From an optimization exercise on the open Yosys and OpenROAD flow, aimed at small area, a short achievable clock period and few clock cycles; shortcuts taken in it are not production practice. No activity file was given, so power comes from the tool's default toggle rates.

==> inputs of run a <==
==> flow/design.v (excerpt) <==
module cw_core (
    input  wire        clk,
    input  wire        rst,
    input  wire        cfg_mode,
    input  wire [15:0] cfg_debounce,
    input  wire        cfg_wgp,
    input  wire        cfg_ot_en,
    input  wire        cfg_st_en,
    input  wire        op_valid,
    output wire        op_ready,
    input  wire [39:0] op_word,
    output reg         resp_valid,
    output reg  [8:0]  resp,
    output wire        key_out,
    output reg         tone_tx,
    output reg         sidetone
);
==> flow/config.mk <==
export PLATFORM = sky130hd
export DESIGN_NAME = cw_core
export DESIGN_NICKNAME = cw_core
export VERILOG_FILES = /design/flow/design.v
export SDC_FILE = /design/flow/constraint.sdc
export NUM_CORES = 4
export LEC_CHECK = 0
export ABC_AREA = 1
export CAP_MARGIN = 50
export CORE_MARGIN = 2
export CORE_UTILIZATION = 40
export CTS_CLUSTER_DIAMETER = 110
export CTS_CLUSTER_SIZE = 20
export SLEW_MARGIN = 70
==> flow/constraint.sdc <==
create_clock -name core_clock -period 32.0 [get_ports {clk}]
set_input_delay 6.4000 -clock core_clock [delete_from_list [all_inputs] [get_ports {clk}]]
set_output_delay 6.4000 -clock core_clock [all_outputs]
set_load 0.01 [all_outputs]
standard.sh (not shown) runs the stock make flow with config.mk's settings and CLKGATE_MAP_FILE= SYNTH_SCRIPT=/design/flow/synth_recipe.tcl, a recipe that flattens the netlist after the stock synthesis.
==> flow/flow/run.sh <==
#!/bin/bash
# Own layout flow: the standard flow, except that the port buffers that
# global placement inserts (inputN / outputN) are made plain buffers
# (sky130_fd_sc_hd__buf_2) instead of delay buffers before clock-tree
# synthesis. Each tool's output goes to a log of its own in this folder.
set -euo pipefail
RES=orfs/results/${FLOW_PLATFORM}/cw_core/base
bash standard.sh synth          > log_1_synth.log 2>&1
bash standard.sh floorplan      > log_2_floorplan.log 2>&1
bash standard.sh place          > log_3_place.log 2>&1
cat > port_buffers.tcl <<EOT
read_db $RES/3_place.odb
set db [ord::get_db]
set buf [\$db findMaster sky130_fd_sc_hd__buf_2]
set n 0
foreach inst [[ord::get_db_block] getInsts] {
  if {[regexp {^(input|output)[0-9]+\$} [\$inst getName]] &&
      [string match {sky130_fd_sc_hd__clkdlybuf*} [[\$inst getMaster] getName]]} {
    \$inst swapMaster \$buf
    incr n
  }
}
puts "swapped \$n port buffers"
detailed_placement
check_placement -verbose
write_db $RES/3_place.odb
EOT
openroad -no_init -exit port_buffers.tcl > log_3_port_buffers.log 2>&1
bash standard.sh finish         > log_4_finish.log 2>&1
==> run b: changes against run a <==
--- a/flow/design.v
+++ b/flow/design.v
@@ -385,20 +385,18 @@
             rfirst = (dv_cnt == 6'd23);
         end else begin
             nbit   = 1'b0;
             rfirst = 1'b0;
         end
     end
     wire [11:0] dt    = {rfirst ? 11'd0 : rem, nbit};
     wire [11:0] dsb;
-    wire        dsb_nb;
     wire        qb;
-    cw_cmp  #(.W(12)) u_dq (.a(dt), .b({1'b0, w_op}), .cin(1'b1), .ge(qb));
-    cw_rsub #(.W(12)) u_dv (.a(dt), .b({1'b0, w_op}), .d(dsb), .nb(dsb_nb));
+    cw_rsub #(.W(12)) u_dv (.a(dt), .b({1'b0, w_op}), .d(dsb), .nb(qb));
     wire [10:0] rem_n = qb ? dsb[10:0] : dt[10:0];
     wire q_dot  = dv_cnt < 6'd11;
     wire q_dash = (dv_cnt >= 6'd11) && (dv_cnt < 6'd23);
     wire q_wgap = (dv_cnt >= 6'd23) && (dv_cnt < 6'd37);
     wire [2:0]  t3    = {(rfirst ? 2'd0 : r3), (dv_cnt < 6'd37) ? qb : 1'b0};
     wire        o3    = t3 >= 3'd3;
     wire [1:0]  r3_n  = o3 ? t3[1:0] - 2'd3 : t3[1:0];
     wire ld        = op_valid && rdy;
ABC_AREA = default   (was 1)
CTS_CLUSTER_DIAMETER = default   (was 110)
CTS_CLUSTER_SIZE = default   (was 20)
==> comparison table <==
Result of the run: run a finished clean; run b finished clean
Internal reg-to-reg setup slack: run a 25.50 ns; run b 24.64 ns
CTS Buf Count: run a 22; run b 43
Max_slew headroom: run a 0.693; run b 0.707
Combinational-cell power consumption: run a 0.000115 W; run b 0.000131 W
Synth unique cells: run a 64; run b 97
Clock power frac: run a 0.338; run b 0.455
Layout-stage area growth over the synthesis result: run a 10.1%; run b 14.3%
Count of multi-input combinational gates: run a 2,245; run b 2,055
Number of DRC markers in iteration 0: run a 1,915; run b 2,171
Part of the power in registers: run a 0.534; run b 0.428
Clock latency on the worst-skew pair: run a 0.58 ns; run b 0.60 ns
Wire length of the first global-routing pass: run a 117 mm; run b 123 mm
Multi-input combinational area share: run a 0.497; run b 0.533
Met2 wirelength from detailed routing: run a 32.6 mm; run b 37.3 mm
No run of this note included a check of the RTL's function; only the layout flow was run.

* * *

==> inputs of run P <==
cw_core, a different RTL version from the one above (not shown whole).
export LEC_CHECK = 0
export CAP_MARGIN = 20
export CORE_MARGIN = 2
export CORE_UTILIZATION = 40
export SLEW_MARGIN = 20
create_clock -name core_clock -period 32.0 [get_ports {clk}]
Scripts as last shown in full above: flow/flow/run.sh
==> inputs of run G, as changes to run P <==
--- a/flow/design.v
+++ b/flow/design.v
@@ -353,30 +353,29 @@
                          legal = (r[35:0] == 36'd0);
             4'd8, 4'd10: legal = (r[35:8] == 28'd0);
             4'd9:        legal = (r[35:7] == 29'd0);
             default:     legal = 1'b0;
         endcase
     end
     reg  fv;                  
-    reg  dv_busy;
     wire is_dt  = (opc == 4'd2);
-    wire hold   = rv && (dv_busy || (is_dt && !fv));    
+    wire ss_r   = rv && legal && (opc == 4'd1 || opc == 4'd5);    
+    wire dv_last;
+    wire hold   = rv && ((ss_r && !dv_last) || (is_dt && !fv));    
     wire go     = rv && !hold;
     wire ex     = go && legal;
-    wire ex_ss  = ex && (opc == 4'd1 || opc == 4'd5);
-    reg        dv_dec;
     reg [5:0]  dv_cnt;
-    reg [10:0] dv_w;
     reg [10:0] rem;
     reg [1:0]  r3;
     wire [10:0] w_op = r[15] ? 11'd1 :
                        (r[14:0] == 15'd0) ? 11'd1 :
                        (r[14:11] != 4'd0 || r[10:0] > 11'd1200) ? 11'd1200 : r[10:0];
+    wire dv_dec  = ~opc[2];
     wire dv_ext  = dv_dec && c_wgp;                   
-    wire dv_last = dv_ext ? (dv_cnt == 6'd37) : (dv_cnt == 6'd36);
+    assign dv_last = dv_ext ? (dv_cnt == 6'd37) : (dv_cnt == 6'd36);
     reg nbit, rfirst;
     always @* begin
         if (dv_cnt < 6'd11) begin
             nbit   = 11'd1200 >> (6'd10 - dv_cnt);
             rfirst = (dv_cnt == 6'd0);
         end else if (dv_cnt < 6'd23) begin
             nbit   = 12'd3600 >> (6'd22 - dv_cnt);
@@ -387,58 +386,53 @@
         end else begin
             nbit   = 1'b0;
             rfirst = 1'b0;
         end
     end
     wire [11:0] dt    = {rfirst ? 11'd0 : rem, nbit};
     wire [11:0] dsb;
+    wire        dsb_nb;
     wire        qb;
-    cw_rsub #(.W(12)) u_dv (.a(dt), .b({1'b0, dv_w}), .d(dsb), .nb(qb));
+    cw_cmp  #(.W(12)) u_dq (.a(dt), .b({1'b0, w_op}), .cin(1'b1), .ge(qb));
+    cw_rsub #(.W(12)) u_dv (.a(dt), .b({1'b0, w_op}), .d(dsb), .nb(dsb_nb));
     wire [10:0] rem_n = qb ? dsb[10:0] : dt[10:0];
     wire q_dot  = dv_cnt < 6'd11;
     wire q_dash = (dv_cnt >= 6'd11) && (dv_cnt < 6'd23);
     wire q_wgap = (dv_cnt >= 6'd23) && (dv_cnt < 6'd37);
     wire [2:0]  t3    = {(rfirst ? 2'd0 : r3), (dv_cnt < 6'd37) ? qb : 1'b0};
     wire        o3    = t3 >= 3'd3;
     wire [1:0]  r3_n  = o3 ? t3[1:0] - 2'd3 : t3[1:0];
     wire ld        = op_valid && rdy;
     wire dt_in     = (op_word[39:36] == 4'd2);
-    wire dchg      = (go && is_dt) || (dv_busy && dv_dec);    
-    wire dv_busy_n = ex_ss || (dv_busy && !dv_last);
-    wire rdy_n     = !((ld && (dv_busy_n || (dt_in && dchg))) ||
-                       (hold && (dv_busy_n || (is_dt && dchg))));
+    wire ss_in     = (op_word[38:36] == 3'b001 || op_word[38:36] == 3'b101) && !op_word[39];
+    wire dchg      = (go && is_dt) || (ss_r && dv_dec);    
+    wire dv_more   = ss_r && (dv_cnt != (dv_ext ? 6'd36 : 6'd35));
+    wire rdy_n     = !((ld && (ss_in || (dt_in && dchg))) ||
+                       (hold && (dv_more || (is_dt && dchg))));
     always @(posedge clk) begin
         c_mode <= cfg_mode;
         c_wgp  <= cfg_wgp;
         c_thr  <= cfg_mode ? {6'd0, dec_dot} : {cfg_debounce, 1'b0};
         rst_r  <= rst;
         if (!hold) r <= op_word;
         if (rst) begin
             rv  <= 1'b0;
             rdy <= 1'b0;
         end else begin
             rv  <= ld || hold;
             rdy <= rst_r || rdy_n;
         end
         if (rst_r) begin
-            dv_busy <= 1'b0;
-            fv      <= 1'b0;
+            dv_cnt <= 6'd0;
+            fv     <= 1'b0;
         end else begin
-            fv  <= !dchg;
-            if (ex_ss) begin
-                dv_busy <= 1'b1;
-                dv_dec  <= ~opc[2];
-                dv_w    <= w_op;
-                dv_cnt  <= 6'd0;
-            end else if (dv_busy) begin
-                dv_cnt <= dv_cnt + 6'd1;
-                if (dv_last) dv_busy <= 1'b0;
-            end
+            fv     <= !dchg;
+            dv_cnt <= (ss_r && !dv_last) ? dv_cnt + 6'd1 : 6'd0;
         end
-        if (dv_busy) begin
+        if (ss_r) begin
             rem <= rem_n;
             r3  <= r3_n;
         end
     end
     reg [10:0] enc_dot;
     reg [11:0] enc_dash;
     reg [13:0] enc_wgap;
@@ -555,16 +549,16 @@
                     et_done  = 1'b1;
                 end
             endcase
         end
     end
     wire [7:0] fnd = find_index(r[7:0]);
     wire write_ok = enc_idle && (r[7:0] != FILL) && (r[7:0] != EMPTY);
-    wire dv_d = dv_busy && dv_dec;
-    wire dv_e = dv_busy && !dv_dec;
+    wire dv_d = ss_r && dv_dec;
+    wire dv_e = ss_r && !dv_dec;
     always @(posedge clk) begin
         if (rst_r) begin
             dec_dot         <= DOT_RESET;
             dec_dash        <= DASH_RESET;
             dec_thr         <= c_wgp ? W23_RESET : WGAP_RESET;
             dec_tree        <= 7'd0;
             dec_sig_state   <= 1'b0;
- ABC_AREA: not set -> 1
- CAP_MARGIN: 20 -> 50
- CTS_CLUSTER_DIAMETER: not set -> 80
- CTS_CLUSTER_SIZE: not set -> 25
- SLEW_MARGIN: 20 -> 70
==> comparison table <==
Outcome: run G finished clean; run P finished clean
Routed wire length: run G 74.6 mm; run P 82.4 mm
Arr. time, crit path: run G 1.09 ns; run P 1.13 ns
Routed met3 length: run G 4.69 mm; run P 6.43 mm
Instance count after placement with tap cells included: run G 4005; run P 3602
Combinational cell fraction of total power: run G 11.5%; run P 10.8%
Footprint of the flip-flops and latches: run G 9030 um^2; run P 9470 um^2
Fraction of area in multi-input gates: run G 49.0%; run P 52.5%
Vias: run G 21900; run P 22400
Sequential cell count: run G 343; run P 356
Leakage dissipation: run G 12.0 nW; run P 10.5 nW
Slack of the critical path: run G 24.51 ns; run P 24.47 ns
Psw: run G 290 uW; run P 296 uW
Sequential share of power: run G 48.2%; run P 43.7%
Flip-flop and latch count after synthesis: run G 343; run P 356
Simple-gate share of the synthesized area: run G 25.5%; run P 17.7%
Worst reg2reg startpoint: run G r[3]; run P r[0]
P_int: run G 711 uW; run P 853 uW
R2r setup slk: run G 25.41 ns; run P 24.63 ns
Area share of the largest cell type after synthesis: run G 26.9%; run P 27.8%
Reported clock group power: run G 403 uW; run P 524 uW
Net count after synthesis: run G 3414; run P 3022
Clock latency (worst-skew pair): run G 0.61 ns; run P 0.60 ns
Count of filler cells inserted in the layout: run G 6106; run P 5955
No run of this note included a check of the RTL's function; only the layout flow was run.

-- re-timing with driven ports --
How much do the figures lean on ideal ports? The routed layouts below were timed once more, with nothing changed but the port constraints. Step 1 assumes that a clkbuf_16 drives the clock port and a buf_2 every other input. Step 2 adds t to the input delays and takes it off the output delays; t is the mean of the earliest and latest rising clock arrival at the registers after step 1. Input paths then give back, and output paths get back, about the clock's delay inside the block. Slacks: ideal ports / drivers / drivers and shift; pairs: ideal ports / drivers.
run | t, ns | slack for setup (ns) | clock arrival spread, ns
run a | 0.628 | 24.520 / 24.463 / 24.791 | 0.026 / 0.026
run b | 0.652 | 24.504 / 24.442 / 24.601 | 0.018 / 0.018
run P | 0.638 | 24.467 / 24.413 / 23.987 | 0.029 / 0.030
run G | 0.646 | 24.506 / 24.448 / 24.779 | 0.046 / 0.046
After both steps every run listed still meets setup and hold. The setup slack of run P, which loses most, moves by -0.054 ns with the drivers and by -0.480 ns with both steps.
